Background: an optimization exercise with open tools, aiming at small area, a short achievable clock period and few clock cycles. Do not read the settings as production practice.
At most, simulation tests tie the RTL to the original design; equivalence was not proved.
Only the layout flow was run in run 8; the RTL was not checked for function there.
No activity file was given, so power comes from the tool's default toggle rates.

===== config.mk =====
export PLATFORM = sky130hd
export DESIGN_NAME = somagic_video_core
export DESIGN_NICKNAME = somagic_video_core
export VERILOG_FILES = /design/flow/design.v
export SDC_FILE = /design/flow/constraint.sdc
export NUM_CORES = 4
export LEC_CHECK = 0
export CAP_MARGIN = 20
export CORE_MARGIN = 2
export CORE_UTILIZATION = 40
export SLEW_MARGIN = 20

===== constraint.sdc =====
create_clock -name core_clock -period 10.5 [get_ports {clk}]
set_input_delay 2.1000 -clock core_clock [delete_from_list [all_inputs] [get_ports {clk}]]
set_output_delay 2.1000 -clock core_clock [all_outputs]
set_load 0.01 [all_outputs]

===== design.v =====
module somagic_video_core (
    input  wire        clk,
    input  wire        rst,           
    input  wire [11:0] cfg_bpl,       
    input  wire [9:0]  cfg_lpf,       
    input  wire        in_valid,
    input  wire [7:0]  in_data,
    output wire        in_ready,
    input  wire        ret_valid,
    input  wire [1:0]  ret_buf,
    output reg         wr_valid,
    output wire [1:0]  wr_buf,
    output reg  [22:0] wr_off,
    output reg  [7:0]  wr_data,
    output reg         done_valid,
    output wire [1:0]  done_buf,
    output reg  [31:0] done_seq,
    output wire [22:0] done_bytes,
    output reg         done_err,
    output wire [2:0]  done_reason
);
    localparam [1:0] S_HUNT = 2'd0, S_SYNC1 = 2'd1, S_SYNC2 = 2'd2, S_TRC = 2'd3;
    reg  [9:0]  blk_pos;
    reg         blk_video;      
    wire is_hdr = (blk_pos[9:2] == 8'd0);
    wire d_ff   = (in_data == 8'hFF);
    wire d_00   = (in_data == 8'h00);
    wire d_aa   = (in_data == 8'hAA);
    wire take   = in_valid && !bk2;
    wire [9:0] blk_pos_inc = blk_pos + 10'd1;
    wire vb     = take && !is_hdr && blk_video;
    reg  [1:0]  sync_state;
    reg         bk1, bk2;       
    reg  [7:0]  bk_d;
    reg         rdy;            
    reg         ev_pix, ev_trc;
    reg  [7:0]  ev_d;
    assign in_ready = rdy;
    wire h_pix  = vb && sync_state == S_HUNT  && !d_ff;           
    wire s1_f   = vb && sync_state == S_SYNC1 && !d_00;           
    wire s2_f   = vb && sync_state == S_SYNC2 && !d_00;           
    wire trc    = vb && sync_state == S_TRC   && !d_00;
    wire fail   = s1_f || s2_f;
    always @(posedge clk) begin
        if (rst) begin
            blk_pos    <= 10'd0;
            sync_state <= S_HUNT;
            bk1        <= 1'b0;
            bk2        <= 1'b0;
            rdy        <= 1'b1;
            ev_pix     <= 1'b0;
            ev_trc     <= 1'b0;
        end else begin
            if (take) blk_pos <= blk_pos_inc;
            if (vb) begin
                case (sync_state)
                    S_HUNT:  if (d_ff) sync_state <= S_SYNC1;
                    S_SYNC1: sync_state <= d_00 ? S_SYNC2 : S_HUNT;
                    S_SYNC2: sync_state <= d_00 ? S_TRC : S_HUNT;
                    default: sync_state <= S_HUNT;
                endcase
            end
            ev_pix <= bk1 || bk2 || h_pix || fail;
            ev_trc <= trc;
            bk2    <= s2_f;
            rdy    <= !s2_f;
            bk1    <= bk2 || (bk1 ? h_pix : s1_f);
        end
        if (take && blk_pos[9:2] == 8'd0)
            blk_video <= (blk_pos[1] ? d_00 : d_aa) && (blk_pos[1:0] == 2'd0 || blk_video);
        ev_d <= bk2 ? 8'h00 : (bk1 ? bk_d : (sync_state[0] ^ sync_state[1] ? 8'hFF : in_data));
        if (!bk2) bk_d <= in_data;
    end
    reg         in_blank;
    reg         cur_valid;
    reg  [1:0]  cur_buf;
    reg         on_second;
    reg  [11:0] col_left;       
    reg  [9:0]  lines_left;     
    reg  [9:0]  alc_left;       
    reg         jump;           
    reg         full;           
    reg         eol;            
    reg         alc_short;      
    reg  [22:0] bytes_written;
    reg         done_short;
    reg  [11:0] bpl;            
    reg         acq_d;          
    reg  [1:0]  avail_q [0:3];
    reg  [2:0]  av_rd, av_wr;
    wire        av_empty = (av_rd == av_wr);
    wire sav   = ev_trc && !ev_d[4];
    wire eav   = ev_trc &&  ev_d[4];
    wire sav_f = ev_d[6];
    wire sav_v = ev_d[5];
    wire live        = ev_pix && !in_blank && cur_valid;
    wire pix_write   = live && !full;
    wire pix_ovf     = live && full;
    wire f2_sav      = sav && cur_valid && sav_f && !on_second;
    wire short_field = f2_sav && alc_short;
    wire field_two   = f2_sav && !alc_short;
    wire frame_done  = sav && cur_valid && !sav_f && on_second;
    wire finalize    = short_field || frame_done || pix_ovf;
    wire acquire     = sav && !sav_f && !sav_v && (!cur_valid || frame_done) && !av_empty;
    wire fstart      = acquire || field_two;
    assign wr_buf      = cur_buf;
    assign done_buf    = cur_buf;
    assign done_bytes  = bytes_written;
    assign done_reason = {done_err, 1'b0, done_short};
    wire [22:0] off_step = jump ? {11'd0, bpl} : 23'd0;
    always @(posedge clk) begin
        if (rst) begin
            in_blank   <= 1'b1;
            cur_valid  <= 1'b0;
            wr_valid   <= 1'b0;
            done_valid <= 1'b0;
            done_seq   <= 32'd0;
            avail_q[0] <= 2'd0;
            avail_q[1] <= 2'd1;
            avail_q[2] <= 2'd2;
            avail_q[3] <= 2'd3;
            av_rd      <= 3'd0;
            av_wr      <= 3'd4;
        end else begin
            wr_valid   <= pix_write;
            done_valid <= finalize;
            done_seq   <= done_seq + {31'd0, done_valid};
            if (eav) in_blank <= 1'b1;
            if (sav) in_blank <= sav_v;
            if (finalize) cur_valid <= 1'b0;
            if (acquire) cur_valid <= 1'b1;
            if (acq_d) av_rd <= av_rd + 3'd1;
            if (ret_valid) begin
                avail_q[av_wr[1:0]] <= ret_buf;
                av_wr <= av_wr + 3'd1;
            end
        end
        wr_data    <= ev_d;
        bpl        <= cfg_bpl;
        acq_d      <= acquire;
        done_err   <= short_field || pix_ovf;
        done_short <= short_field;
        if (acq_d) cur_buf <= avail_q[av_rd[1:0]];
        if (acquire) on_second <= 1'b0;
        else if (field_two) on_second <= 1'b1;
        if (pix_write)
            bytes_written <= (done_valid || !cur_valid) ? 23'd1 : bytes_written + 23'd1;
        else if (done_valid || !cur_valid)
            bytes_written <= 23'd0;
        if (fstart) begin
            col_left   <= bpl;
            lines_left <= cfg_lpf;
            alc_left   <= cfg_lpf;
            jump       <= field_two;
            wr_off     <= 23'h7FFFFF;
            full       <= 1'b0;       
            eol        <= 1'b0;       
            alc_short  <= 1'b1;
        end else begin
            if (pix_write) begin
                wr_off <= wr_off + off_step + 23'd1;
                jump   <= eol;
                if (eol) begin
                    col_left   <= bpl;
                    lines_left <= lines_left - 10'd1;
                    full       <= (lines_left == 10'd1);
                    eol        <= 1'b0;
                end else begin
                    col_left <= col_left - 12'd1;
                    eol      <= (col_left == 12'd2);
                end
            end
            if (eav && cur_valid && !in_blank && alc_short) begin
                alc_left  <= alc_left - 10'd1;
                alc_short <= (alc_left != 10'd1);
            end
        end
    end
endmodule

===== flow/run.sh =====
#!/bin/bash
export BUFFER_PORTS_ARGS="-buffer_cell sky130_fd_sc_hd__buf_1"
export SETUP_SLACK_MARGIN=7.0
bash standard.sh > standard.log 2>&1

===== standard.sh =====
#!/bin/bash
# synth_recipe.tcl (not shown) runs the flow's synth.tcl, then flattens the netlist and writes it again
# the make line also repeats each setting of config.mk as NAME=value (left out here)
make -C /OpenROAD-flow-scripts/flow DESIGN_CONFIG=/design/flow/config.mk WORK_HOME=/design/flow/orfs CLKGATE_MAP_FILE= SYNTH_SCRIPT=/design/flow/synth_recipe.tcl "${@:-finish}"

==> impl_metrics.json, run 1 <==
{
  "status": "no timing/DRC/antenna violations",
  "rsz0062_at_grt": "no",
  "maxCapViolations": 0,
  "path_delay_family": "simple AND/OR/NAND/NOR gates",
  "crit_type": "primary input to register",
  "critPathMaxStageDelay_ns": 0.55,
  "met1_usage_pct": 21.07,
  "cts.sinks": 192,
  "cp-end-kind": "register",
  "place.gp.congestion": 0.8133,
  "numCtsBuffers": 17,
  "hold_start": "ev_d[2]",
  "diodes": 0,
  "min_period_ns": 3.281,
  "fp-row-count": 54,
  "finalSetupViolCount": 0,
  "finish.utilization_pct": 46.86,
  "synth-seq-cells": 192,
  "grt_usage_pct": 16.20,
  "syn-cell-area_mm2": 0.008927,
  "use_met3_pct": 4.168,
  "path_clk_slew_ns": 0.08,
  "synth-edff-count": 75,
  "worst_slew_pin_slew_ns": 0.9752,
  "ant_nets": 0,
  "drtPass1Iterations": 4,
  "drt_wl_total_um": 18800,
  "cp_max_fo": 4,
  "area_delta_synth_final_pct": 14.91,
  "layout_common_cells": "138 x nor2_1, 130 x buf_1, 117 x dfxtp_1",
  "finalHoldViolCount": 0,
  "cp.required_ns": 10.86,
  "timing.rr.start": "jump",
  "holdBufCountCts": 0,
  "grt_first_pass_wirelength_um": 31150,
  "finalPower_mw": 1.469,
  "avgSynthCellArea_um2": 9.886,
  "overflow": 0,
  "first_iter_violations": 335,
  "skew_ns": 0.009150,
  "nFillCells": 2142,
  "die-height_um": 153.4,
  "rr_endpoint": "wr_off[10]",
  "port_buffers": 131,
  "met2_usage_pct": 26.81,
  "async_flop_share_pct": 0,
  "min_path_cells": 0,
  "clockBufferDepth": 2,
  "cts_tree": "done",
  "num_vias": 6693,
  "yosysWarnings": 1,
  "fp.dieArea_mm2": 0.02353,
  "fmax_mhz": 304.8,
  "die_w_um": 153.4,
  "tns_ns": 0,
  "io_pins": 133,
  "netlist_instances": 903,
  "cp_cell_sequence": "buf_1 > or4_4 > or2_0 > or4_1 > a21oi_1",
  "vias_per_cell": 5.078,
  "p_leak_nw": 3.810,
  "cp.arrival_ns": 3.64,
  "cts.htree.levels": 4,
  "initial_core_util_pct": 40.78,
  "seq_area_frac_synth_pct": 51.46,
  "wl_per_cell_um": 14.27,
  "synth-main-ff-cell": "dfxtp_1",
  "worstHoldEndpoint": "wr_data[2]",
  "clockRootBuffer": "clkbuf_16",
  "core_mm2": 0.02189,
  "clk_latency_ns": 0.43,
  "busiest_layer": "met2",
  "relSlewSlack_pct": 34.83,
  "power.density_mw_per_mm2": 143.2,
  "grt_pass1_vias": 6394,
  "final_common_cell": "nor2_1",
  "worstRegToRegCells": 10,
  "nets": 1092,
  "crit_buf_inv": 1,
  "ir_worst_vdd_mv": 0.07805,
  "synth_cell_type_count": 63,
  "cp-start-kind": "primary input",
  "grt_max_degree": 68,
  "hp-class": "register to register",
  "drc_errors": 0,
  "drv_slew": 0,
  "antenna_found_initial": 0,
  "slowest_stage": "or4_4",
  "syn_nets": 970,
  "post-dp-hpwl_um": 13430,
  "drive_gt1_share_pct": 5.684,
  "rrSetupSlack_ns": 7.79,
  "min_period_over_period_pct": 31.25
}
-- registers in the layout (all words and copies together) (netlist names), 2 cells and up --
register       count
alc_left          10
av_rd              3
av_wr              3
avail_q            8
bk_d               8
blk_pos           10
bpl               12
bytes_written     23
col_left          12
cur_buf            2
done_seq          32
ev_d               8
lines_left        10
sync_state         2
wr_data            8
wr_off            23
-- cell usage after synthesis, types with 4 or more instances --
cell      instances  area share (%)
dfxtp_1         117              26
nor4_1            9            0.63
nand3_1          27             1.5
nor2_1          138             5.8
a21oi_1          56             3.1
inv_1            23            0.97
and2_1           19             1.3
nor3_1           17            0.95
ha_1             30             4.2
and3_1           21             1.5
mux2i_1           4            0.45
a21o_1            9            0.76
nand2b_1          9            0.63
or3_1            10            0.70
nand4_1          17             1.2
buf_4             5            0.42
edfxtp_1         75              25
nand2_1          81             3.4
xor2_1           50             4.9
a31oi_1           7            0.49
a211oi_1          6            0.50
and4_1            8            0.78
clkbuf_1         23            0.97
xnor2_1          50             4.9
nor2b_1          11            0.77
o21ai_0          15            0.84
nor3_2            4            0.45
or4_1             4            0.34
o211ai_1         13             1.1
-- timing repair --
action / in CTS / in global routing
resized for setup: 0 / 1
endpoints found under the hold margin: 0 / 0
setup buffers: 0 / 0
endpoints found under the setup margin: 0 / 3
-- cells by family after synthesis --
kind of cell	after synthesis	synth area share (%)
AOI/OAI and AO/OA	125	8.872
xor gates and xnor gates	100	9.811
adders and majority gates	31	4.429
buffers and inverters	55	2.565
DFF	192	51.46
muxes	6	0.9951
other	1	0.04201
and+or+nand+nor	393	21.82
-- power breakdown --
| group | internal [mW] | leakage (nW) | switching [mW] |
|---|---|---|---|
| registers | 0.780 | 1.76 | 0.00664 |
| logic | 0.0174 | 1.75 | 0.0240 |
| clock network | 0.331 | 0.295 | 0.310 |
| total | 1.13 | 3.81 | 0.341 |
-- area by class of cell --
cell class              count  area, um^2  area share, %
flip-flops and latches    192        4594          44.79
inverters                  23       86.33         0.8416
clock inverters            14       136.4          1.329
well taps                 280       350.3          3.415
multi-input cells         656        4118          40.14
repair buffers            135       523.0          5.098
clock buffers              18       450.4          4.391
-- per-layer routing --
| metal | share of wire, % | vias up |
|---|---|---|
| met1 | 46 | 3147 |
| li1 | - | 3402 |
| met5 | 0 | - |
| met3 | 4.7 | 19 |
| met4 | 1.3 | 0 |
| met2 | 48 | 125 |
-- stage by stage --
| step | hold slack (ns) | setup slack [ns] | instance area, um^2 | instances |
|---|---|---|---|---|
| floorplan | 0.3096 | 7.007 | 8931 | 903 |
| global placement | 0.3101 | 6.676 | 9662 | 1286 |
| detailed placement | 0.3143 | 6.627 | 9662 | 1286 |
| CTS | 0.3335 | 7.092 | 10250 | 1318 |
| global route | 0.3405 | 7.151 | 10260 | 1318 |
| finish | 0.3275 | 7.219 | 10260 | 1318 |
-- how the worst max path moves through the flow --
stage               startpoint       endpoint  slack [ns]  cells after the start
floorplan           in_data[0]  sync_state[1]        7.01                      4
global placement      in_valid  sync_state[1]        6.68                      6
detailed placement    in_valid  sync_state[1]        6.63                      6
CTS                   in_valid  sync_state[1]        7.09                      6
global route        in_data[0]  sync_state[1]        7.15                      5
finish              in_data[0]  sync_state[1]        7.22                      5
Testbench counts, summed over its fixed seeds: cycles 1,179,648.
==> inputs of run 2 (changes only) <==
--- a/config.mk
+++ b/config.mk
@@ -7,2 +7,3 @@
 export LEC_CHECK = 0
+export ABC_CLOCK_PERIOD_IN_PS = 2500
 export CAP_MARGIN = 20
==> run 2 against run 1 <==
First-iteration DRC count stayed put. Non-clock buffer count stayed put. Die area stayed put. Largest power group unchanged. Synthesized area stayed put. Combinational power hardly changed. Still clean.
==> impl_metrics.json, run 2 <==
{
  "min_path_cells": 0,
  "diodes": 0,
  "yosysTopAreaCellShare_pct": 26.24,
  "nets": 1092,
  "fin_cells": 1318,
  "drtPass1Iterations": 4,
  "seq_area_frac_synth_pct": 51.46,
  "place.gp.congestion": 0.8133,
  "drive_gt1_share_pct": 5.684,
  "maxCapViolations": 0,
  "finalSetupViolCount": 0,
  "port_buffers": 131,
  "grt_pass1_vias": 6394,
  "ir_worst_vdd_mv": 0.07805,
  "hp-class": "register to register",
  "min_period_over_period_pct": 31.25,
  "reg.largest.list": "done_seq x32, bytes_written x23, wr_off x23",
  "rsz0062_at_grt": "no",
  "cts.sinks": 192,
  "post_cts_buffers": 0,
  "drt_wl_total_um": 18800,
  "die_w_um": 153.4,
  "place_inst": 1286,
  "path_delay_family": "simple AND/OR/NAND/NOR gates",
  "power.density_mw_per_mm2": 143.2,
  "p_leak_nw": 3.810,
  "cts_resized": 0,
  "overflow": 0,
  "synth_common_cells": "138 x nor2_1, 117 x dfxtp_1, 81 x nand2_1, 75 x edfxtp_1, 56 x a21oi_1",
  "fp-row-count": 54,
  "vias_per_cell": 5.078,
  "cp_max_fo": 4,
  "top_layer": "met4",
  "finalHoldViolCount": 0,
  "wl_met2_um": 9007,
  "min_period_ns": 3.281,
  "wl_met1_um": 8672,
  "post-dp-hpwl_um": 13430,
  "dpl_cell_area_mm2": 0.009662,
  "die-height_um": 153.4,
  "skew_ns": 0.009150,
  "wl_per_cell_um": 14.27,
  "cp-end-kind": "register",
  "grt_usage_pct": 16.20,
  "antenna_found_initial": 0,
  "critPathMaxStageDelay_ns": 0.55,
  "final_common_cell": "nor2_1",
  "drv_slew": 0,
  "worstHoldEndpoint": "wr_data[2]",
  "cp.required_ns": 10.86,
  "synth_cell_type_count": 63,
  "synth_top_cells_by_area": "dfxtp_1 26%, edfxtp_1 25%, nor2_1 5.8%",
  "first_iter_violations": 335,
  "final_cell_area_mm2": 0.01026,
  "netlist_instances": 903,
  "yosysMostFrequentCell": "nor2_1",
  "worstRegToRegCells": 10,
  "area_delta_synth_final_pct": 14.91,
  "numCtsBuffers": 17,
  "rr_endpoint": "wr_off[10]",
  "regMostFlops": "done_seq",
  "io_pins": 133,
  "met3_length_um": 880,
  "core_mm2": 0.02189,
  "avgSynthCellArea_um2": 9.886,
  "largest_reg_flops": 32,
  "syn_nets": 970,
  "path_clk_slew_ns": 0.08,
  "synth-seq-cells": 192,
  "yosysTopAreaCell": "dfxtp_1",
  "clk_latency_ns": 0.43,
  "hold_start": "ev_d[2]",
  "async_flop_share_pct": 0,
  "cts.htree.levels": 4,
  "initial_core_util_pct": 40.78,
  "clockRootBuffer": "clkbuf_16",
  "layout_common_cells": "138 x nor2_1, 130 x buf_1, 117 x dfxtp_1",
  "hold_slack_ns": 0.3275,
  "tns_ns": 0,
  "synth-main-ff-cell": "dfxtp_1",
  "cp.depth": 5,
  "yosysWarnings": 1,
  "holdBufCountCts": 0,
  "cp.arrival_ns": 3.64,
  "worst_slew_pin_slew_ns": 0.9752,
  "clockBufferDepth": 2,
  "syn-cell-area_mm2": 0.008927,
  "cp-start-kind": "primary input",
  "fp.dieArea_mm2": 0.02353,
  "grt_max_degree": 68,
  "relSlewSlack_pct": 34.83,
  "finalPower_mw": 1.469,
  "status": "no timing/DRC/antenna violations",
  "slowest_stage": "or4_4",
  "nFillCells": 2142,
  "cp_cell_sequence": "buf_1 > or4_4 > or2_0 > or4_1 > a21oi_1",
  "rrSetupSlack_ns": 7.79,
  "timing.rr.start": "jump",
  "grt_first_pass_wirelength_um": 31150,
  "drc_errors": 0,
  "crit_buf_inv": 1,
  "ant_nets": 0,
  "fmax_mhz": 304.8,
  "synth-edff-count": 75,
  "cts_tree": "done",
  "crit_type": "primary input to register",
  "num_vias": 6693
}
-- run 2: layout make-up --
type,count,area (um^2),share of cell area [%]
inverter,23,86.33,0.8416
multi-input combinational,656,4118,40.14
clock inverter,14,136.4,1.329
tap,280,350.3,3.415
clock buffer,18,450.4,4.391
sequential,192,4594,44.79
timing repair buffer,135,523.0,5.098
-- run 2: where the power goes --
part / internal, mW / switching (mW) / total (mW) / leakage, nW
sequential: 0.780 / 0.00664 / 0.786 / 1.76
combinational: 0.0174 / 0.0240 / 0.0415 / 1.75
clock: 0.331 / 0.310 / 0.642 / 0.295
total: 1.13 / 0.341 / 1.47 / 3.81
-- run 2: how the worst max path moves through the flow --
stage,slack [ns],from,to
after detailed placement,6.63,in_valid,sync_state[1]
after floorplan,7.01,in_data[0],sync_state[1]
final,7.22,in_data[0],sync_state[1]
after CTS,7.09,in_valid,sync_state[1]
after global placement,6.68,in_valid,sync_state[1]
after global routing,7.15,in_data[0],sync_state[1]
-- run 2: cells by family (layout without fill, tap and decap cells) --
| kind of cell | Yosys count | after routing | share of synthesized area [%] |
|---|---|---|---|
| compound gates | 125 | 125 | 8.872 |
| xor+xnor | 100 | 100 | 9.811 |
| fa+ha+maj | 31 | 31 | 4.429 |
| buf+inv | 55 | 190 | 2.565 |
| flops | 192 | 192 | 51.46 |
| mux | 6 | 6 | 0.9951 |
| other cells | 1 | 1 | 0.04201 |
| simple gates | 393 | 393 | 21.82 |
-- run 2: layer usage --
layer	vias up	global-route usage, %
met1	3147	21.07
met5	-	0
met3	19	4.168
met2	125	26.81
met4	0	4.543
li1	3402	-
-- run 2: metrics by stage --
stage          utilization [%]  setup slack [ns]
2_1_floorplan                -             7.007
3_3_place_gp             44.14             6.676
3_5_place_dp             44.14             6.627
4_1_cts                  46.82             7.092
5_1_grt                  46.86             7.151
6_report                 46.86             7.219
-- run 2: worst reg2reg max path: cells and delay by family, from the launching register on --
family	cells	cell delay [ns]
and+or+nand+nor	2	0.33
buffers and inverters	1	0.05
adders and majority gates	2	0.59
DFF	1	0.52
AOI/OAI and AO/OA	5	1.09
==> inputs of run 3 (changes only) <==
==> flow/run.sh (replaced) <==
#!/bin/bash
export BUFFER_PORTS_ARGS="-buffer_cell sky130_fd_sc_hd__buf_1"
export SETUP_SLACK_MARGIN=7.2
bash standard.sh > standard.log 2>&1
--- a/config.mk
+++ b/config.mk
@@ -7,3 +7,2 @@
 export LEC_CHECK = 0
-export ABC_CLOCK_PERIOD_IN_PS = 2500
 export CAP_MARGIN = 20
==> run 3 against run 2 <==
Via count shrank 1.8%. Final cell count is essentially flat. Total power grew 0.26%. Still clean on timing, DRC and antenna. Die area is the same.
==> impl_metrics.json, run 3 <==
{
  "status": "no timing/DRC/antenna violations",
  "initial_core_util_pct": 40.78,
  "drt_wl_total_um": 19130,
  "holdBufCountCts": 0,
  "yosysMostFrequentCell": "nor2_1",
  "cp-start-kind": "primary input",
  "die_w_um": 153.4,
  "grt_pass1_vias": 6159,
  "rsz0062_at_grt": "no",
  "fin_ws_ns": 7.229,
  "pre_cts_slack_ns": 6.646,
  "slowest_stage": "or4_4",
  "maxCapViolations": 0,
  "hold_slack_ns": 0.3335,
  "min_period_over_period_pct": 31.15,
  "cp_max_fo": 4,
  "port_buffers": 131,
  "wl_per_cell_um": 14.52,
  "drc_errors": 0,
  "regMostFlops": "done_seq",
  "netlist_instances": 903,
  "seqPwrFrac_pct": 53.4,
  "drive_gt1_share_pct": 5.786,
  "crit_buf_inv": 1,
  "cp-startpoint": "in_data[0]",
  "clockBufferDepth": 2,
  "grt_usage_pct": 16.28,
  "cp-end-kind": "register",
  "reg.largest.list": "done_seq x32, bytes_written x23, wr_off x23",
  "clk_latency_ns": 0.43,
  "synth_cell_type_count": 63,
  "core_mm2": 0.02189,
  "cts.htree.levels": 4,
  "fp.dieArea_mm2": 0.02353,
  "swShare_pct": 24.04,
  "dpl_cell_area_mm2": 0.009662,
  "num_vias": 6574,
  "synth-main-ff-cell": "dfxtp_1",
  "synth_common_cells": "138 x nor2_1, 117 x dfxtp_1, 81 x nand2_1, 75 x edfxtp_1, 56 x a21oi_1",
  "fmax_mhz": 305.7,
  "power.density_mw_per_mm2": 143.6,
  "hold_start": "ev_d[3]",
  "yosysTopAreaCell": "dfxtp_1",
  "combPwrFrac_pct": 2.9,
  "timing.rr.start": "av_wr[1]",
  "antenna_found_initial": 0,
  "path_delay_family": "simple AND/OR/NAND/NOR gates",
  "clockPowerShare_pct": 43.8,
  "largest_reg_flops": 32,
  "final_common_cell": "nor2_1",
  "yosysTopAreaCellShare_pct": 26.24,
  "clockRootBuffer": "clkbuf_16",
  "die-height_um": 153.4,
  "synth_top_cells_by_area": "dfxtp_1 26%, edfxtp_1 25%, nor2_1 5.8%",
  "fp-row-count": 54,
  "yosysWarnings": 1,
  "numCtsBuffers": 17,
  "diodes": 0,
  "async_flop_share_pct": 0,
  "crit_type": "primary input to register",
  "overflow": 0,
  "cp.depth": 5,
  "path_clk_slew_ns": 0.08,
  "layout_common_cells": "138 x nor2_1, 130 x buf_1, 117 x dfxtp_1",
  "tns_ns": 0,
  "seq_area_frac_synth_pct": 51.46,
  "worstRegToRegCells": 6,
  "min_path_cells": 0,
  "finalSetupViolCount": 0,
  "vias_per_cell": 4.992,
  "ir_worst_vdd_mv": 0.08928,
  "final_cell_area_mm2": 0.01026,
  "hp-class": "register to register",
  "p_switching_uw": 354.2,
  "worst_slew_pin_slew_ns": 1.019,
  "finalHoldViolCount": 0,
  "drtPass1Iterations": 4,
  "p_leak_nw": 3.798,
  "area_delta_synth_final_pct": 14.90,
  "relSlewSlack_pct": 31.94,
  "drv_slew": 0,
  "cp.arrival_ns": 3.63,
  "post-dp-hpwl_um": 13590,
  "cp.required_ns": 10.86,
  "syn-cell-area_mm2": 0.008927,
  "synth-seq-cells": 192,
  "io_pins": 133,
  "nets": 1091,
  "nFillCells": 2090,
  "skew_ns": 0.01382,
  "critPathMaxStageDelay_ns": 0.55,
  "cts_tree": "done",
  "p_int_mw": 1.119,
  "grt_first_pass_wirelength_um": 31270,
  "ant_nets": 0,
  "cp_cell_sequence": "buf_1 > or4_4 > or2_1 > or4_1 > a21oi_1",
  "grt_max_degree": 68,
  "avgSynthCellArea_um2": 9.886,
  "cts.sinks": 192,
  "min_period_ns": 3.271,
  "syn_nets": 970,
  "synth-edff-count": 75,
  "place.gp.congestion": 0.8065,
  "first_iter_violations": 264
}
-- run 3: worst paths after layout --
kind	to	slack, ns
worst max-delay path	sync_state[1]	7.23
worst min-delay path	wr_data[3]	0.33
worst max register to register	lines_left[0]	7.65
worst min register to register	wr_data[3]	0.33
-- run 3: layer usage --
metal	vias up	track usage [%]	part of all wire, %
met4	0	3.888	0.90
met2	116	25.89	46
met3	15	4.508	4.8
li1	3401	-	-
met1	3042	22.14	48
met5	-	0	0
-- run 3: logic make-up after synthesis --
| logic type | share of synthesized area [%] |
|---|---|
| AND/OR/NAND/NOR | 21.82 |
| flip-flops | 51.46 |
| AO/OA/AOI/OAI | 8.872 |
| XOR/XNOR | 9.811 |
| buffers and inverters | 2.565 |
| adder cells (fa/ha/maj) | 4.429 |
| multiplexers | 0.9951 |
| other | 0.04201 |
-- run 3: what timing repair did --
item                       CTS  global route
hold endpoints to repair     0             0
pin swaps                    0             0
setup endpoints to repair    1             1
buffers inserted             0             0
resized for setup            1             1
-- run 3: worst reg2reg max path, cell delays in order, from the launching register on --
cell and delay, ns:
dfxtp_1 0.52, xor2_1 0.17, nor3_1 0.09, o41ai_2 0.51, nand2_2 0.08, buf_4 0.31
a21oi_1 0.79
-- run 3: through the flow --
stage	utilization [%]	power, mW	cells
floorplan	-	0.8302	903
global placement	44.14	0.8452	1285
detailed placement	44.14	0.8459	1285
CTS	46.82	1.490	1317
global route	46.86	1.527	1317
finish	46.86	1.473	1317
-- run 3: final cells by class --
class	instances	area, um^2	area share (%)
Clock buffer	17	425.4	4.147
Clock inverter	15	160.2	1.561
Inverter	23	86.33	0.8417
Multi-Input combinational cell	656	4125	40.22
Sequential cell	192	4594	44.79
Tap cell	280	350.3	3.415
Timing Repair Buffer	134	515.5	5.026
-- run 3: power groups by stage --
stage | Combinational, mW | Sequential [mW] | Clock [mW]
final | 0.0425 | 0.786 | 0.645
after global routing | 0.0478 | 0.787 | 0.692
after CTS | 0.0430 | 0.786 | 0.661
after detailed placement | 0.0424 | 0.803 | 0
after global placement | 0.0419 | 0.803 | 0
after floorplan | 0.0289 | 0.801 | 0
==> inputs of run 4 (changes only) <==
==> flow/run.sh (replaced) <==
#!/bin/bash
export BUFFER_PORTS_ARGS="-buffer_cell sky130_fd_sc_hd__buf_1"
export SETUP_SLACK_MARGIN=7.3
bash standard.sh > standard.log 2>&1
==> run 4 against run 3 <==
Still clean on timing, DRC and antenna. Sequential share of layout area fell by 0.72 points. Clock skew rose by 0.0031 ns. Register-to-register slack improved by 0.02 ns. Global-route usage barely moved.
==> impl_metrics.json, run 4 <==
{
  "synth-edff-count": 75,
  "fp-row-count": 54,
  "grt_usage_pct": 16.30,
  "worstHoldEndpoint": "wr_data[3]",
  "cp_max_fo": 4,
  "combPwrFrac_pct": 2.9,
  "clockPowerShare_pct": 43.7,
  "rr_endpoint": "lines_left[9]",
  "fin_cells": 1338,
  "layout_common_cells": "137 x nor2_1, 127 x buf_1, 111 x dfxtp_1",
  "drtPass1Iterations": 5,
  "grt_max_degree": 68,
  "hp-class": "register to register",
  "cts_tree": "done",
  "worstRegToRegCells": 6,
  "core_mm2": 0.02189,
  "holdBufCountCts": 0,
  "min_period_over_period_pct": 31.29,
  "overflow": 0,
  "numCtsBuffers": 17,
  "syn-cell-area_mm2": 0.008927,
  "min_path_cells": 0,
  "ir_worst_vdd_mv": 0.1088,
  "avgSynthCellArea_um2": 9.886,
  "diodes": 0,
  "tns_ns": 0,
  "path_clk_slew_ns": 0.07,
  "wl_met2_um": 9111,
  "place_inst": 1286,
  "clockRootBuffer": "clkbuf_16",
  "p_switching_uw": 333.2,
  "wl_per_cell_um": 14.38,
  "syn_nets": 970,
  "port_buffers": 131,
  "pre_cts_slack_ns": 6.628,
  "ant_nets": 0,
  "top_layer": "met4",
  "rrSetupSlack_ns": 7.67,
  "finish.utilization_pct": 47.70,
  "cp.required_ns": 10.85,
  "yosysMostFrequentCell": "nor2_1",
  "skew_ns": 0.01689,
  "cts.htree.levels": 4,
  "cp.arrival_ns": 3.64,
  "status": "no timing/DRC/antenna violations",
  "wl_met1_um": 9121,
  "relSlewSlack_pct": 34.29,
  "place.gp.congestion": 0.7787,
  "cp-end-kind": "register",
  "worst_slew_pin_slew_ns": 0.9833,
  "p_leak_nw": 3.924,
  "seq_area_frac_synth_pct": 51.46,
  "hold_slack_ns": 0.3288,
  "cts.sinks": 192,
  "finalSetupViolCount": 0,
  "fin_ws_ns": 7.215,
  "initial_core_util_pct": 40.78,
  "dpl_cell_area_mm2": 0.009667,
  "maxCapViolations": 0,
  "clockBufferDepth": 2,
  "die_w_um": 153.4,
  "synth-main-ff-cell": "dfxtp_1",
  "synth_top_cells_by_area": "dfxtp_1 26%, edfxtp_1 25%, nor2_1 5.8%",
  "post-dp-hpwl_um": 13450,
  "rsz0062_at_grt": "yes",
  "synth_common_cells": "138 x nor2_1, 117 x dfxtp_1, 81 x nand2_1, 75 x edfxtp_1, 56 x a21oi_1",
  "die-height_um": 153.4,
  "finalHoldViolCount": 0,
  "power.density_mw_per_mm2": 141.0,
  "num_vias": 6715,
  "p_int_mw": 1.139,
  "reg.largest.list": "done_seq x32, bytes_written x23, wr_off x23",
  "hold_start": "ev_d[3]",
  "drc_errors": 0,
  "seqPwrFrac_pct": 53.4,
  "drt_wl_total_um": 19240,
  "first_iter_violations": 297,
  "nets": 1112,
  "vias_per_cell": 5.019,
  "grt_first_pass_wirelength_um": 31440,
  "async_flop_share_pct": 0,
  "grt_pass1_vias": 6336,
  "swShare_pct": 22.63,
  "synth-seq-cells": 192,
  "synth_cell_type_count": 63,
  "drive_gt1_share_pct": 8.601,
  "final_common_cell": "nor2_1",
  "regMostFlops": "done_seq",
  "drv_slew": 0,
  "area_delta_synth_final_pct": 16.96,
  "yosysWarnings": 1,
  "crit_type": "primary input to register",
  "final_cell_area_mm2": 0.01044,
  "min_period_ns": 3.285,
  "yosysTopAreaCell": "dfxtp_1",
  "fmax_mhz": 304.4,
  "fp.dieArea_mm2": 0.02353,
  "netlist_instances": 903,
  "timing.rr.start": "av_wr[1]",
  "finalPower_mw": 1.473,
  "io_pins": 133,
  "antenna_found_initial": 0,
  "met3_length_um": 874,
  "largest_reg_flops": 32,
  "clk_latency_ns": 0.43,
  "cp-start-kind": "primary input",
  "yosysTopAreaCellShare_pct": 26.24
}
## run 4: cell counts after synthesis
Identical to the previous run, type by type.
## run 4: routing by layer
| layer | vias up | track usage, % |
|---|---|---|
| met5 | - | 0 |
| met4 | 0 | 4.150 |
| met3 | 11 | 4.650 |
| met2 | 126 | 26.57 |
| met1 | 3134 | 21.42 |
| li1 | 3444 | - |
## run 4: cell families (layout without fill, tap and decap cells)
| group | count (synthesis) | in the layout | share of synthesized area, % |
|---|---|---|---|
| other | 1 | 1 | 0.04201 |
| buffers and inverters | 55 | 210 | 2.565 |
| AOI/OAI and AO/OA | 125 | 125 | 8.872 |
| and+or+nand+nor | 393 | 393 | 21.82 |
| muxes | 6 | 6 | 0.9951 |
| DFF | 192 | 192 | 51.46 |
| xor gates and xnor gates | 100 | 100 | 9.811 |
| adders and majority gates | 31 | 31 | 4.429 |
## run 4: worst max path at each step
stage / endpoint / slack (ns) / cells after the start / start
after global placement: sync_state[1] / 6.66 / 6 / in_valid
final: sync_state[1] / 7.21 / 5 / in_data[6]
after floorplan: sync_state[1] / 7.01 / 4 / in_data[0]
after global routing: sync_state[1] / 7.21 / 5 / in_data[6]
after detailed placement: sync_state[1] / 6.63 / 6 / in_valid
after CTS: sync_state[1] / 7.25 / 5 / in_data[7]
## run 4: cell type report
class                           count  area (um^2)
Fill cell                        2094        11450
Sequential cell                   192         4602
Multi-Input combinational cell    656         4139
Timing Repair Buffer              155        676.9
Clock buffer                       18        439.2
Tap cell                          280        350.3
Clock inverter                     14        147.6
Inverter                           23        86.33
## run 4: worst max-delay path: stages
cell,delay [ns]
clkbuf_2,0.13
or4_4,0.54
or2_1,0.26
or4_4,0.49
a21oi_2,0.12
## run 4: timing repair
action / CTS / global route
gates cloned: 0 / 0
gates resized for setup: 3 / 13
pin swaps: 2 / 2
setup endpoints to repair: 7 / 18
hold endpoints to repair: 0 / 0
buffers inserted: 4 / 16
## run 4: power by group through the flow
stage / combinational (mW) / sequential (mW) / clock, mW
global route: 0.0478 / 0.787 / 0.690
CTS: 0.0427 / 0.786 / 0.664
detailed placement: 0.0421 / 0.803 / 0
floorplan: 0.0290 / 0.801 / 0
finish: 0.0429 / 0.786 / 0.644
global placement: 0.0418 / 0.803 / 0
==> inputs of run 5 (changes only) <==
==> flow/run.sh (replaced) <==
#!/bin/bash
export BUFFER_PORTS_ARGS="-buffer_cell sky130_fd_sc_hd__buf_1"
export SETUP_SLACK_MARGIN=7.2
bash standard.sh > standard.log 2>&1
--- a/config.mk
+++ b/config.mk
@@ -10,2 +10,3 @@
 export CORE_UTILIZATION = 40
+export CTS_BUF_LIST = sky130_fd_sc_hd__clkbuf_8
 export SLEW_MARGIN = 20
==> run 5 against run 4 <==
Still clean on timing, DRC and antenna. Clock power down 24%. Non-clock buffer count down 18. Total power down 11%. First-iteration DRC count down 22%. Final cell count down 1.3%. Sequential share of layout area up 1.5 points. Sequential power about the same. Largest power group unchanged.
==> impl_metrics.json, run 5 <==
{
  "async_flop_share_pct": 0,
  "cts_tree": "done",
  "rsz0062_at_grt": "no",
  "hp-class": "register to register",
  "regMostFlops": "done_seq",
  "multiInputGateArea_mm2": 0.004125,
  "fin_ws_ns": 7.258,
  "tns_ns": 0,
  "drtPass1Iterations": 4,
  "seq_area_mm2": 0.004594,
  "largest_reg_flops": 32,
  "final_common_cell": "nor2_1",
  "clockBufferDepth": 2,
  "synth_top_cells_by_area": "dfxtp_1 26%, edfxtp_1 25%, nor2_1 5.8%",
  "nFillCells": 2113,
  "grt_usage_pct": 16.36,
  "finalPower_mw": 1.315,
  "overflow": 0,
  "cp-end-kind": "output port",
  "synth-main-ff-cell": "dfxtp_1",
  "yosysWarnings": 1,
  "min_period_ns": 3.242,
  "synth-edff-count": 75,
  "avgSynthCellArea_um2": 9.886,
  "yosysTopAreaCellShare_pct": 26.24,
  "cp_cell_sequence": "buf_1",
  "holdBufCountCts": 0,
  "dpl_cell_area_mm2": 0.009662,
  "crit_buf_inv": 1,
  "pre_cts_slack_ns": 6.646,
  "diodes": 0,
  "antenna_found_initial": 0,
  "die-height_um": 153.4,
  "io_pins": 133,
  "numCtsBuffers": 17,
  "synth_cell_type_count": 63,
  "fp.dieArea_mm2": 0.02353,
  "path_clk_slew_ns": 0.11,
  "synth-seq-cells": 192,
  "grt_first_pass_wirelength_um": 31280,
  "cp.arrival_ns": 1.14,
  "drive_gt1_share_pct": 6.058,
  "critPathMaxStageDelay_ns": 0.51,
  "crit_type": "register to output port",
  "clk_latency_ns": 0.48,
  "p_leak_nw": 3.727,
  "die_w_um": 153.4,
  "drc_errors": 0,
  "nets": 1094,
  "core_mm2": 0.02189,
  "grt_pass1_vias": 6199,
  "min_period_over_period_pct": 30.88,
  "path_delay_family": "flip-flops",
  "grt_max_degree": 68,
  "layout_common_cells": "138 x nor2_1, 130 x buf_1, 117 x dfxtp_1",
  "seq_area_frac_synth_pct": 51.46,
  "num_vias": 6596,
  "final_cell_area_mm2": 0.01009,
  "cts.sinks": 192,
  "cp_max_fo": 6,
  "power.density_mw_per_mm2": 130.4,
  "syn-cell-area_mm2": 0.008927,
  "maxCapViolations": 0,
  "reg.largest.list": "done_seq x32, bytes_written x23, wr_off x23",
  "vias_per_cell": 4.997,
  "place.gp.congestion": 0.8065,
  "yosysMostFrequentCell": "nor2_1",
  "cp.required_ns": 8.40,
  "cp-start-kind": "register",
  "fp-row-count": 54,
  "wl_per_cell_um": 14.50,
  "slowest_stage": "edfxtp_1",
  "ir_worst_vdd_mv": 0.07658,
  "initial_core_util_pct": 40.78,
  "drv_slew": 0,
  "fmax_mhz": 308.4,
  "yosysTopAreaCell": "dfxtp_1",
  "first_iter_violations": 232,
  "hold_slack_ns": 0.3423,
  "port_buffers": 131,
  "clockRootBuffer": "clkbuf_8",
  "synth_common_cells": "138 x nor2_1, 117 x dfxtp_1, 81 x nand2_1, 75 x edfxtp_1, 56 x a21oi_1",
  "worst_slew_pin_slew_ns": 1.015,
  "post-dp-hpwl_um": 13590,
  "syn_nets": 970,
  "status": "no timing/DRC/antenna violations",
  "finalSetupViolCount": 0,
  "cts.htree.levels": 4,
  "relSlewSlack_pct": 32.18,
  "ant_nets": 0,
  "finalHoldViolCount": 0,
  "drt_wl_total_um": 19140,
  "skew_ns": 0.02206,
  "area_delta_synth_final_pct": 13.01,
  "netlist_instances": 903
}
## run 5: cell counts after synthesis
Identical to the previous run, type by type.
## run 5: area by class of cell
cell class | count | area share [%]
timing repair buffer | 137 | 5.333
multi-input combinational | 656 | 40.89
clock buffer | 17 | 2.319
clock inverter | 15 | 1.588
tap | 280 | 3.473
inverter | 23 | 0.8558
sequential | 192 | 45.54
## run 5: repair_timing
action | in CTS | in global routing
setup buffers | 1 | 2
pin swaps | 0 | 0
resized for setup | 1 | 0
endpoints found under the setup margin | 2 | 2
## run 5: final timing paths
path | from | endpoint | slack [ns] | cells after the start
max | bytes_written[0] | done_bytes[0] | 7.26 | 1
min | ev_d[0] | wr_data[0] | 0.34 | 0
max reg2reg | av_wr[1] | lines_left[0] | 7.64 | 6
min reg2reg | ev_d[0] | wr_data[0] | 0.34 | 0
## run 5: cell families after synthesis
family                     after synthesis  synth area share (%)
muxes                                    6                0.9951
buffers and inverters                   55                 2.565
xor gates and xnor gates               100                 9.811
adders and majority gates               31                 4.429
other                                    1               0.04201
DFF                                    192                 51.46
and+or+nand+nor                        393                 21.82
AOI/OAI and AO/OA                      125                 8.872
## run 5: power by group
part           internal (mW)  switching [mW]
Sequential             0.780         0.00646
Combinational         0.0175          0.0250
Clock                  0.182           0.305
## run 5: routing by layer
layer  vias up  routed length [um]  global-route usage (%)
li1       3403                   -                       -
met1      3057                9286                   22.18
met2       118                8685                   25.66
met3        18                 906                   4.281
met4         0                 262                   5.199
met5         -                   0                       0
## run 5: metrics by stage
stage	instances	utilization, %
3_3_place_gp	1285	44.14
3_5_place_dp	1285	44.14
5_1_grt	1320	46.08
4_1_cts	1318	45.98
6_report	1320	46.08
2_1_floorplan	903	-
==> inputs of run 6 (changes only) <==
--- a/config.mk
+++ b/config.mk
@@ -11,2 +11,4 @@
 export CTS_BUF_LIST = sky130_fd_sc_hd__clkbuf_8
+export CTS_CLUSTER_DIAMETER = 150
+export CTS_CLUSTER_SIZE = 50
 export SLEW_MARGIN = 20
==> run 6 against run 5 <==
Still clean. Worst hold slack unchanged. Critical path depth is the same. Die area stayed put. Core utilization is the same. Largest cell class unchanged.
==> impl_metrics.json, run 6 <==
{
  "ir_worst_vdd_mv": 0.07658,
  "synth-edff-count": 75,
  "place.gp.congestion": 0.8065,
  "antenna_found_initial": 0,
  "avgSynthCellArea_um2": 9.886,
  "critPathMaxStageDelay_ns": 0.51,
  "reg.largest.list": "done_seq x32, bytes_written x23, wr_off x23",
  "holdBufCountCts": 0,
  "drc_errors": 0,
  "drv_slew": 0,
  "cp-start-kind": "register",
  "swShare_pct": 25.57,
  "vias_per_cell": 4.997,
  "cp-startpoint": "bytes_written[0]",
  "drtPass1Iterations": 4,
  "synth_top_cells_by_area": "dfxtp_1 26%, edfxtp_1 25%, nor2_1 5.8%",
  "synth-seq-cells": 192,
  "path_clk_slew_ns": 0.11,
  "cts_tree": "done",
  "clk_latency_ns": 0.48,
  "tns_ns": 0,
  "cp.required_ns": 8.40,
  "p_int_uw": 979.0,
  "fin_cells": 1320,
  "drt_wl_total_um": 19140,
  "cp_max_fo": 6,
  "fmax_mhz": 308.4,
  "syn_nets": 970,
  "slowest_stage": "edfxtp_1",
  "seq_area_frac_synth_pct": 51.46,
  "numCtsBuffers": 17,
  "p_leak_nw": 3.727,
  "synth_common_cells": "138 x nor2_1, 117 x dfxtp_1, 81 x nand2_1, 75 x edfxtp_1, 56 x a21oi_1",
  "yosysTopAreaCellShare_pct": 26.24,
  "grt_usage_pct": 16.36,
  "min_period_ns": 3.242,
  "syn-cell-area_mm2": 0.008927,
  "fin_ws_ns": 7.258,
  "pre_cts_slack_ns": 6.646,
  "combPwrFrac_pct": 3.2,
  "p_switching_uw": 336.4,
  "overflow": 0,
  "drive_gt1_share_pct": 6.058,
  "synth_cell_type_count": 63,
  "cts.htree.levels": 4,
  "finalHoldViolCount": 0,
  "place_inst": 1285,
  "path_delay_family": "flip-flops",
  "relSlewSlack_pct": 32.18,
  "power.density_mw_per_mm2": 130.4,
  "cp-end-kind": "output port",
  "netlist_instances": 903,
  "timing.rr.start": "av_wr[1]",
  "yosysMostFrequentCell": "nor2_1",
  "yosysTopAreaCell": "dfxtp_1",
  "crit_buf_inv": 1,
  "area_delta_synth_final_pct": 13.01,
  "clockBufferDepth": 2,
  "min_period_over_period_pct": 30.88,
  "crit_type": "register to output port",
  "nFillCells": 2113,
  "io_pins": 133,
  "async_flop_share_pct": 0,
  "die_w_um": 153.4,
  "hold_start": "ev_d[0]",
  "first_iter_violations": 232,
  "post-dp-hpwl_um": 13590,
  "layout_common_cells": "138 x nor2_1, 130 x buf_1, 117 x dfxtp_1",
  "nets": 1094,
  "core_mm2": 0.02189,
  "final_common_cell": "nor2_1",
  "hp-class": "register to register",
  "cts.sinks": 192,
  "largest_reg_flops": 32,
  "grt_pass1_vias": 6199,
  "fp.dieArea_mm2": 0.02353,
  "synth-main-ff-cell": "dfxtp_1",
  "yosysWarnings": 1,
  "wl_per_cell_um": 14.50,
  "num_vias": 6596,
  "worst_slew_pin_slew_ns": 1.015,
  "cp.arrival_ns": 1.14,
  "regMostFlops": "done_seq",
  "ant_nets": 0,
  "hold_slack_ns": 0.3423,
  "finalSetupViolCount": 0,
  "grt_max_degree": 68,
  "initial_core_util_pct": 40.78,
  "status": "no timing/DRC/antenna violations",
  "diodes": 0,
  "cp_cell_sequence": "buf_1",
  "rsz0062_at_grt": "no",
  "maxCapViolations": 0,
  "grt_first_pass_wirelength_um": 31280,
  "skew_ns": 0.02206,
  "clockRootBuffer": "clkbuf_8",
  "clockPowerShare_pct": 37.0,
  "port_buffers": 131,
  "fp-row-count": 54,
  "seqPwrFrac_pct": 59.8,
  "die-height_um": 153.4
}
run 6: metal layers:
metal  part of all wire [%]  global-route usage [%]
met1                     49                   22.18
met3                    4.7                   4.281
met5                      0                       0
met4                    1.4                   5.199
met2                     45                   25.66
run 6: what timing repair did:
action	4_1_cts	5_1_grt
resized for setup	1	0
setup endpoints to repair	2	2
buffers inserted	1	2
run 6: area by class of cell:
class / instances / area [um^2] / area share (%)
inverter: 23 / 86.33 / 0.8558
multi-input combinational: 656 / 4125 / 40.89
sequential: 192 / 4594 / 45.54
tap: 280 / 350.3 / 3.473
timing repair buffer: 137 / 538.0 / 5.333
clock buffer: 17 / 234.0 / 2.319
clock inverter: 15 / 160.2 / 1.588
run 6: stage by stage:
step	power, mW	util (%)	instance area, um^2
floorplan	0.8302	-	8936
global placement	0.8452	44.14	9662
detailed placement	0.8459	44.14	9662
CTS	1.332	45.98	10070
global route	1.369	46.08	10090
finish	1.315	46.08	10090
run 6: path summary, 6_finish.rpt:
kind | cells after the start | endpoint | slack, ns
setup / recovery | 1 | done_bytes[0] | 7.26
setup reg to reg | 6 | lines_left[0] | 7.64
hold / removal | 0 | wr_data[0] | 0.34
hold reg to reg | 0 | wr_data[0] | 0.34
run 6: cells by family after synthesis:
group           after synthesis  synth area share [%]
mux                           6                0.9951
simple gates                393                 21.82
fa+ha+maj                    31                 4.429
buf+inv                      55                 2.565
flops                       192                 51.46
other cells                   1               0.04201
compound gates              125                 8.872
xor+xnor                    100                 9.811
run 6: power by group through the flow:
stage	Clock (mW)	Sequential (mW)	Combinational, mW
6_report	0.487	0.786	0.0425
5_1_grt	0.533	0.788	0.0478
4_1_cts	0.503	0.787	0.0429
3_5_place_dp	0	0.803	0.0424
3_3_place_gp	0	0.803	0.0419
2_1_floorplan	0	0.801	0.0289
==> inputs of run 7 (changes only) <==
--- a/config.mk
+++ b/config.mk
@@ -10,5 +10,3 @@
 export CORE_UTILIZATION = 40
-export CTS_BUF_LIST = sky130_fd_sc_hd__clkbuf_8
-export CTS_CLUSTER_DIAMETER = 150
-export CTS_CLUSTER_SIZE = 50
+export CTS_BUF_LIST = sky130_fd_sc_hd__clkbuf_4 sky130_fd_sc_hd__clkbuf_16
 export SLEW_MARGIN = 20
==> run 7 against run 6 <==
Largest power group unchanged. Critical path depth increased by 4. Flip-flop and latch count stayed put. Worst setup slack lost 0.028 ns. Final cell count fell by 0.23%. Via count down 0.33%. Synthesized area unchanged. Highest routed layer unchanged. Critical endpoint is now sync_state[1]. Core utilization up 0.77 points. Clock-buffer cell count is the same. First-iteration DRC count rose by 14%.
==> impl_metrics.json, run 7 <==
{
  "syn-cell-area_mm2": 0.008927,
  "post_cts_buffers": 0,
  "rr_endpoint": "lines_left[0]",
  "finish.utilization_pct": 46.86,
  "crit_type": "primary input to register",
  "cp.required_ns": 10.86,
  "first_iter_violations": 264,
  "path_clk_slew_ns": 0.08,
  "holdBufCountCts": 0,
  "worstRegToRegCells": 6,
  "cp_max_fo": 4,
  "initial_core_util_pct": 40.78,
  "drive_gt1_share_pct": 5.786,
  "timing.rr.start": "av_wr[1]",
  "cp-end-kind": "register",
  "die-height_um": 153.4,
  "largest_reg_flops": 32,
  "core_mm2": 0.02189,
  "final_common_cell": "nor2_1",
  "cts.htree.levels": 4,
  "port_buffers": 131,
  "place.gp.congestion": 0.8065,
  "drt_wl_total_um": 19130,
  "antenna_found_initial": 0,
  "ant_nets": 0,
  "drc_errors": 0,
  "overflow": 0,
  "yosysMostFrequentCell": "nor2_1",
  "post-dp-hpwl_um": 13590,
  "endpoint": "sync_state[1]",
  "relSlewSlack_pct": 31.94,
  "clockRootBuffer": "clkbuf_16",
  "regMostFlops": "done_seq",
  "fmax_mhz": 305.7,
  "yosysTopAreaCellShare_pct": 26.24,
  "min_period_over_period_pct": 31.15,
  "io_pins": 133,
  "synth_top_cells_by_area": "dfxtp_1 26%, edfxtp_1 25%, nor2_1 5.8%",
  "cts_tree": "done",
  "power.density_mw_per_mm2": 143.6,
  "grt_max_degree": 68,
  "grt_pass1_vias": 6159,
  "p_leak_nw": 3.798,
  "synth-edff-count": 75,
  "fp.dieArea_mm2": 0.02353,
  "wl_per_cell_um": 14.52,
  "finalSetupViolCount": 0,
  "netlist_instances": 903,
  "min_period_ns": 3.271,
  "reg.largest.list": "done_seq x32, bytes_written x23, wr_off x23",
  "skew_ns": 0.01382,
  "status": "no timing/DRC/antenna violations",
  "fp-row-count": 54,
  "synth-main-ff-cell": "dfxtp_1",
  "die_w_um": 153.4,
  "maxCapViolations": 0,
  "ir_worst_vdd_mv": 0.08928,
  "cts.sinks": 192,
  "tns_ns": 0,
  "clk_latency_ns": 0.43,
  "nets": 1091,
  "seq_area_frac_synth_pct": 51.46,
  "rsz0062_at_grt": "no",
  "diodes": 0,
  "synth-seq-cells": 192,
  "layout_common_cells": "138 x nor2_1, 130 x buf_1, 117 x dfxtp_1",
  "numCtsBuffers": 17,
  "drv_slew": 0,
  "yosysWarnings": 1,
  "cp-startpoint": "in_data[0]",
  "num_vias": 6574,
  "avgSynthCellArea_um2": 9.886,
  "worst_slew_pin_slew_ns": 1.019,
  "synth_common_cells": "138 x nor2_1, 117 x dfxtp_1, 81 x nand2_1, 75 x edfxtp_1, 56 x a21oi_1",
  "syn_nets": 970,
  "drtPass1Iterations": 4,
  "nFillCells": 2090,
  "area_delta_synth_final_pct": 14.90,
  "vias_per_cell": 4.992,
  "cp.arrival_ns": 3.63,
  "synth_cell_type_count": 63,
  "finalHoldViolCount": 0,
  "cp-start-kind": "primary input",
  "hp-class": "register to register",
  "rrSetupSlack_ns": 7.65,
  "grt_first_pass_wirelength_um": 31270,
  "clockBufferDepth": 2,
  "grt_usage_pct": 16.28,
  "yosysTopAreaCell": "dfxtp_1",
  "async_flop_share_pct": 0
}
==> run 7: repair_timing <==
item / in CTS / in global routing
gates resized for setup: 1 / 1
pin swaps: 0 / 0
endpoints found under the setup margin: 1 / 1
==> run 7: final cells by class <==
class | instances | area [um^2] | area share (%)
flip-flops and latches | 192 | 4594 | 44.79
repair buffers | 134 | 515.5 | 5.026
clock inverters | 15 | 160.2 | 1.561
clock buffers | 17 | 425.4 | 4.147
multi-input cells | 656 | 4125 | 40.22
inverters | 23 | 86.33 | 0.8417
well taps | 280 | 350.3 | 3.415
==> run 7: logic make-up (layout without fill, tap and decap cells) <==
kind of cell	after synthesis	count (layout)	share of synthesized area (%)
buffers and inverters	55	189	2.565
multiplexers	6	6	0.9951
AO/OA/AOI/OAI	125	125	8.872
AND/OR/NAND/NOR	393	393	21.82
XOR/XNOR	100	100	9.811
flip-flops	192	192	51.46
other	1	1	0.04201
adder cells (fa/ha/maj)	31	31	4.429
==> run 7: how the worst min path moves through the flow <==
stage             from          to  slack [ns]  cells after the start
5_1_grt        ev_d[7]  wr_data[7]        0.34                      0
4_1_cts        ev_d[3]  wr_data[3]        0.34                      0
2_1_floorplan  ev_d[0]  wr_data[0]        0.31                      0
3_5_place_dp   ev_d[3]  wr_data[3]        0.31                      0
3_3_place_gp   ev_d[0]  wr_data[0]        0.31                      0
6_report       ev_d[3]  wr_data[3]        0.33                      0
==> run 7: layer usage <==
metal	wire (um)	global-route usage, %	part of all wire (%)
met1	9251	22.14	48
met2	8782	25.89	46
met3	921	4.508	4.8
met4	173	3.888	0.90
met5	0	0	0
==> run 7: critical path: stages <==
cell     delay (ns)
buf_1          0.11
or4_4          0.55
or2_1          0.26
or4_1          0.47
a21oi_1        0.13
==> run 7: stage by stage <==
stage | hold WS (ns) | instance area (um^2) | setup WS [ns] | total power [mW] | cells
after floorplan | 0.3096 | 8936 | 7.007 | 0.8302 | 903
final | 0.3335 | 10260 | 7.229 | 1.473 | 1317
after CTS | 0.3382 | 10250 | 7.267 | 1.490 | 1317
after detailed placement | 0.3128 | 9662 | 6.646 | 0.8459 | 1285
after global placement | 0.3115 | 9662 | 6.671 | 0.8452 | 1285
after global routing | 0.3423 | 10260 | 7.206 | 1.527 | 1317
==> run 7: report_power, final <==
| part | switching [mW] | internal (mW) |
|---|---|---|
| Clock | 0.323 | 0.322 |
| Combinational | 0.0250 | 0.0175 |
| Sequential | 0.00648 | 0.779 |
| Total | 0.354 | 1.12 |
==> inputs of run 8 (changes only) <==
--- a/design.v
+++ b/design.v
@@ -28,4 +28,3 @@
     wire d_aa   = (in_data == 8'hAA);
-    wire take   = in_valid && !bk2;
-    wire [9:0] blk_pos_inc = blk_pos + 10'd1;
+    wire take   = in_valid && in_ready;
     wire vb     = take && !is_hdr && blk_video;
@@ -34,6 +33,5 @@
     reg  [7:0]  bk_d;
-    reg         rdy;            
     reg         ev_pix, ev_trc;
     reg  [7:0]  ev_d;
-    assign in_ready = rdy;
+    assign in_ready = !bk2;
     wire h_pix  = vb && sync_state == S_HUNT  && !d_ff;           
@@ -49,3 +47,2 @@
             bk2        <= 1'b0;
-            rdy        <= 1'b1;
             ev_pix     <= 1'b0;
@@ -53,3 +50,3 @@
         end else begin
-            if (take) blk_pos <= blk_pos_inc;
+            if (take) blk_pos <= blk_pos + 10'd1;
             if (vb) begin
@@ -65,3 +62,2 @@
             bk2    <= s2_f;
-            rdy    <= !s2_f;
             bk1    <= bk2 || (bk1 ? h_pix : s1_f);
@@ -70,3 +66,3 @@
             blk_video <= (blk_pos[1] ? d_00 : d_aa) && (blk_pos[1:0] == 2'd0 || blk_video);
-        ev_d <= bk2 ? 8'h00 : (bk1 ? bk_d : (sync_state[0] ^ sync_state[1] ? 8'hFF : in_data));
+        ev_d <= bk2 ? 8'h00 : (bk1 ? bk_d : (fail ? 8'hFF : in_data));
         if (!bk2) bk_d <= in_data;
==> flow/run.sh (replaced) <==
#!/bin/bash
export BUFFER_PORTS_ARGS="-buffer_cell sky130_fd_sc_hd__buf_1"
export SETUP_SLACK_MARGIN=7.0
bash standard.sh > standard.log 2>&1
--- a/config.mk
+++ b/config.mk
@@ -10,3 +10,2 @@
 export CORE_UTILIZATION = 40
-export CTS_BUF_LIST = sky130_fd_sc_hd__clkbuf_4 sky130_fd_sc_hd__clkbuf_16
 export SLEW_MARGIN = 20
==> run 8 against run 7 <==
Design area shrank 0.78%. Final cell count shrank 0.30%. Largest cell class unchanged. Worst hold slack worse by 0.0041 ns. Flip-flop and latch count is 1 lower. Core utilization shrank 0.077 points. Still clean on timing, DRC and antenna.
==> impl_metrics.json, run 8 <==
{
  "synth-seq-cells": 191,
  "nets": 1082,
  "finalSetupViolCount": 0,
  "synth-main-ff-cell": "dfxtp_1",
  "yosysTopAreaCellShare_pct": 26.35,
  "final_cell_area_mm2": 0.01018,
  "ir_worst_vdd_mv": 0.09042,
  "hold_slack_ns": 0.3295,
  "syn_nets": 961,
  "power.density_mw_per_mm2": 151.5,
  "vias_per_cell": 5.053,
  "yosysTopAreaCell": "dfxtp_1",
  "syn-cell-area_mm2": 0.008812,
  "async_flop_share_pct": 0,
  "synth_top_cells_by_area": "dfxtp_1 26%, edfxtp_1 26%, xnor2_1 5.1%",
  "fp.dieArea_mm2": 0.02323,
  "swShare_pct": 21.03,
  "seq_area_frac_synth_pct": 51.91,
  "dpl_cell_area_mm2": 0.009514,
  "yosysMostFrequentCell": "dfxtp_1",
  "area_delta_synth_final_pct": 15.49,
  "num_vias": 6634,
  "synth-edff-count": 75,
  "drtPass1Iterations": 5,
  "reg.largest.list": "done_seq x32, bytes_written x23, wr_off x23",
  "drc_errors": 0,
  "antenna_found_initial": 0,
  "die-height_um": 152.4,
  "io_pins": 133,
  "finalPower_mw": 1.542,
  "worst_slew_pin_slew_ns": 0.9917,
  "numCtsBuffers": 17,
  "cts_tree": "done",
  "cp-start-kind": "register",
  "ant_nets": 0,
  "port_buffers": 131,
  "skew_ns": 0.01273,
  "p_int_mw": 1.218,
  "core_mm2": 0.02176,
  "place_inst": 1281,
  "grt_pass1_vias": 6303,
  "relSlewSlack_pct": 33.72,
  "holdBufCountCts": 0,
  "drive_gt1_share_pct": 4.937,
  "cp.required_ns": 8.40,
  "clockPowerShare_pct": 46.7,
  "clockRootBuffer": "clkbuf_16",
  "regMostFlops": "done_seq",
  "post_cts_buffers": 0,
  "initial_core_util_pct": 40.50,
  "synth_common_cells": "116 x dfxtp_1, 97 x nor2_1, 85 x nand2_1, 75 x edfxtp_1, 56 x a21oi_1",
  "die_w_um": 152.4,
  "cp.arrival_ns": 1.33,
  "combPwrFrac_pct": 2.6,
  "netlist_instances": 899,
  "fmax_mhz": 291.7,
  "min_period_ns": 3.429,
  "cp_max_fo": 12,
  "overflow": 0,
  "min_period_over_period_pct": 32.65,
  "wl_per_cell_um": 13.94,
  "largest_reg_flops": 32,
  "drt_wl_total_um": 18310,
  "drv_slew": 0,
  "cts.htree.levels": 4,
  "nFillCells": 2132,
  "synth_cell_type_count": 65,
  "place.gp.congestion": 0.7889,
  "crit_type": "register to output port",
  "path_clk_slew_ns": 0.07,
  "grt_max_degree": 69,
  "fp-row-count": 54,
  "post-dp-hpwl_um": 12970,
  "p_switching_uw": 324.3,
  "grt_usage_pct": 15.93,
  "grt_first_pass_wirelength_um": 30860,
  "first_iter_violations": 322,
  "status": "no timing/DRC/antenna violations",
  "seqPwrFrac_pct": 50.8,
  "final_common_cell": "buf_1",
  "diodes": 0,
  "tns_ns": 0,
  "clk_latency_ns": 0.43,
  "maxCapViolations": 0,
  "layout_common_cells": "130 x buf_1, 115 x dfxtp_1, 96 x nor2_1",
  "hp-class": "register to register",
  "fin_cells": 1313,
  "yosysWarnings": 1,
  "clockBufferDepth": 2,
  "cp-end-kind": "output port",
  "avgSynthCellArea_um2": 9.802,
  "p_leak_nw": 3.691,
  "finalHoldViolCount": 0,
  "rsz0062_at_grt": "no",
  "cts.sinks": 191
}
run 8: changes by cell type after synthesis, moves of 7 or more:
cell / delta
xor2_1: -10
or3_1: +7
o21ai_0: +29
and4_1: -7
nor2_1: -41
a221oi_1: +9
inv_1: +18
run 8: power groups by stage:
stage | combinational, mW | sequential, mW | clock, mW
4_1_cts | 0.0399 | 0.783 | 0.739
3_3_place_gp | 0.0389 | 0.800 | 0
6_report | 0.0394 | 0.783 | 0.720
2_1_floorplan | 0.0274 | 0.797 | 0
3_5_place_dp | 0.0394 | 0.800 | 0
5_1_grt | 0.0452 | 0.784 | 0.770
run 8: what timing repair did:
| action | 4_1_cts | 5_1_grt |
|---|---|---|
| gates resized for setup | 1 | 1 |
| endpoints found under the setup margin | 1 | 9 |
| cloned | 0 | 0 |
run 8: worst max-delay path, stage by stage, from the launching register on:
cell     delay [ns]
dfxtp_2        0.39
inv_1          0.31
buf_1          0.19
run 8: metrics by stage:
| stage | setup slack, ns | util [%] |
|---|---|---|
| after floorplan | 7.159 | - |
| after global placement | 6.719 | 43.73 |
| after detailed placement | 6.666 | 43.73 |
| after CTS | 7.048 | 46.77 |
| after global routing | 7.002 | 46.78 |
| final | 7.071 | 46.78 |
run 8: cell type report:
| cell class | instances | area, um^2 | share of cell area (%) |
|---|---|---|---|
| Clock inverter | 13 | 195.2 | 1.918 |
| Inverter | 41 | 153.9 | 1.512 |
| Timing Repair Buffer | 135 | 523.0 | 5.139 |
| Tap cell | 280 | 350.3 | 3.442 |
| Sequential cell | 191 | 4576 | 44.96 |
| Multi-Input combinational cell | 634 | 3915 | 38.47 |
| Clock buffer | 19 | 464.2 | 4.561 |
run 8: cell families after synthesis:
family	after synthesis	synth area share, %
AO/OA/AOI/OAI	149	10.02
XOR/XNOR	91	9.045
adder cells (fa/ha/maj)	26	3.777
buffers and inverters	74	3.692
flip-flops	191	51.91
multiplexers	6	0.9655
other	1	0.04255
AND/OR/NAND/NOR	361	20.55
run 8: final timing paths:
check / startpoint / to / slack [ns] / cells after the start
setup / recovery: bk2 / in_ready / 7.07 / 2
setup reg to reg: jump / wr_off[20] / 7.56 / 10
hold reg to reg: ev_d[2] / wr_data[2] / 0.33 / 0
hold / removal: ev_d[2] / wr_data[2] / 0.33 / 0
run 8: layer usage:
layer  GRT usage (%)  wire, um  vias up
li1                -         -     3380
met4           4.894       198        0
met1           21.42      8881     3104
met2           25.63      8419      135
met5               0         0        -
met3           3.754       806       15

[afterwards: timing with drivers on the ports]
In the flow no input, the clock included, has a driving cell. The finished layouts below were timed again as built, in two steps. Step 1 sets driving cells, clkbuf_16 on the clock port and buf_2 on the other inputs (assumed; they add their load-dependent delay and slew). Step 2, shift: input delay + t, output delay - t, t = (earliest + latest rising clock arrival at the registers) / 2. This alone moves slack from input paths to output paths. Slacks: ideal / step 1 / step 2; pairs: ideal / step 1.
run | t (ns) | slack for setup (ns) | worst setup path at the end | worst register clock-pin slew, ns | cell pins on the clock port's net
run 1 | 0.468 | 7.219 / 7.236 / 6.768 | input to register | 0.08 / 0.08 | 1
run 2 | 0.468 | 7.219 / 7.236 / 6.768 | input to register | 0.08 / 0.08 | 1
run 3 | 0.473 | 7.229 / 7.234 / 6.780 | input to register | 0.08 / 0.08 | 1
run 4 | 0.466 | 7.215 / 7.229 / 6.763 | input to register | 0.08 / 0.08 | 1
run 5 | 0.510 | 7.258 / 7.217 / 6.778 | input to register | 0.12 / 0.12 | 1
run 6 | 0.510 | 7.258 / 7.217 / 6.778 | input to register | 0.12 / 0.12 | 1
run 7 | 0.473 | 7.229 / 7.234 / 6.780 | input to register | 0.08 / 0.08 | 1
run 8 | 0.464 | 7.071 / 7.028 / 6.770 | input to register | 0.07 / 0.07 | 1
After both steps setup and hold are still met in every run listed.
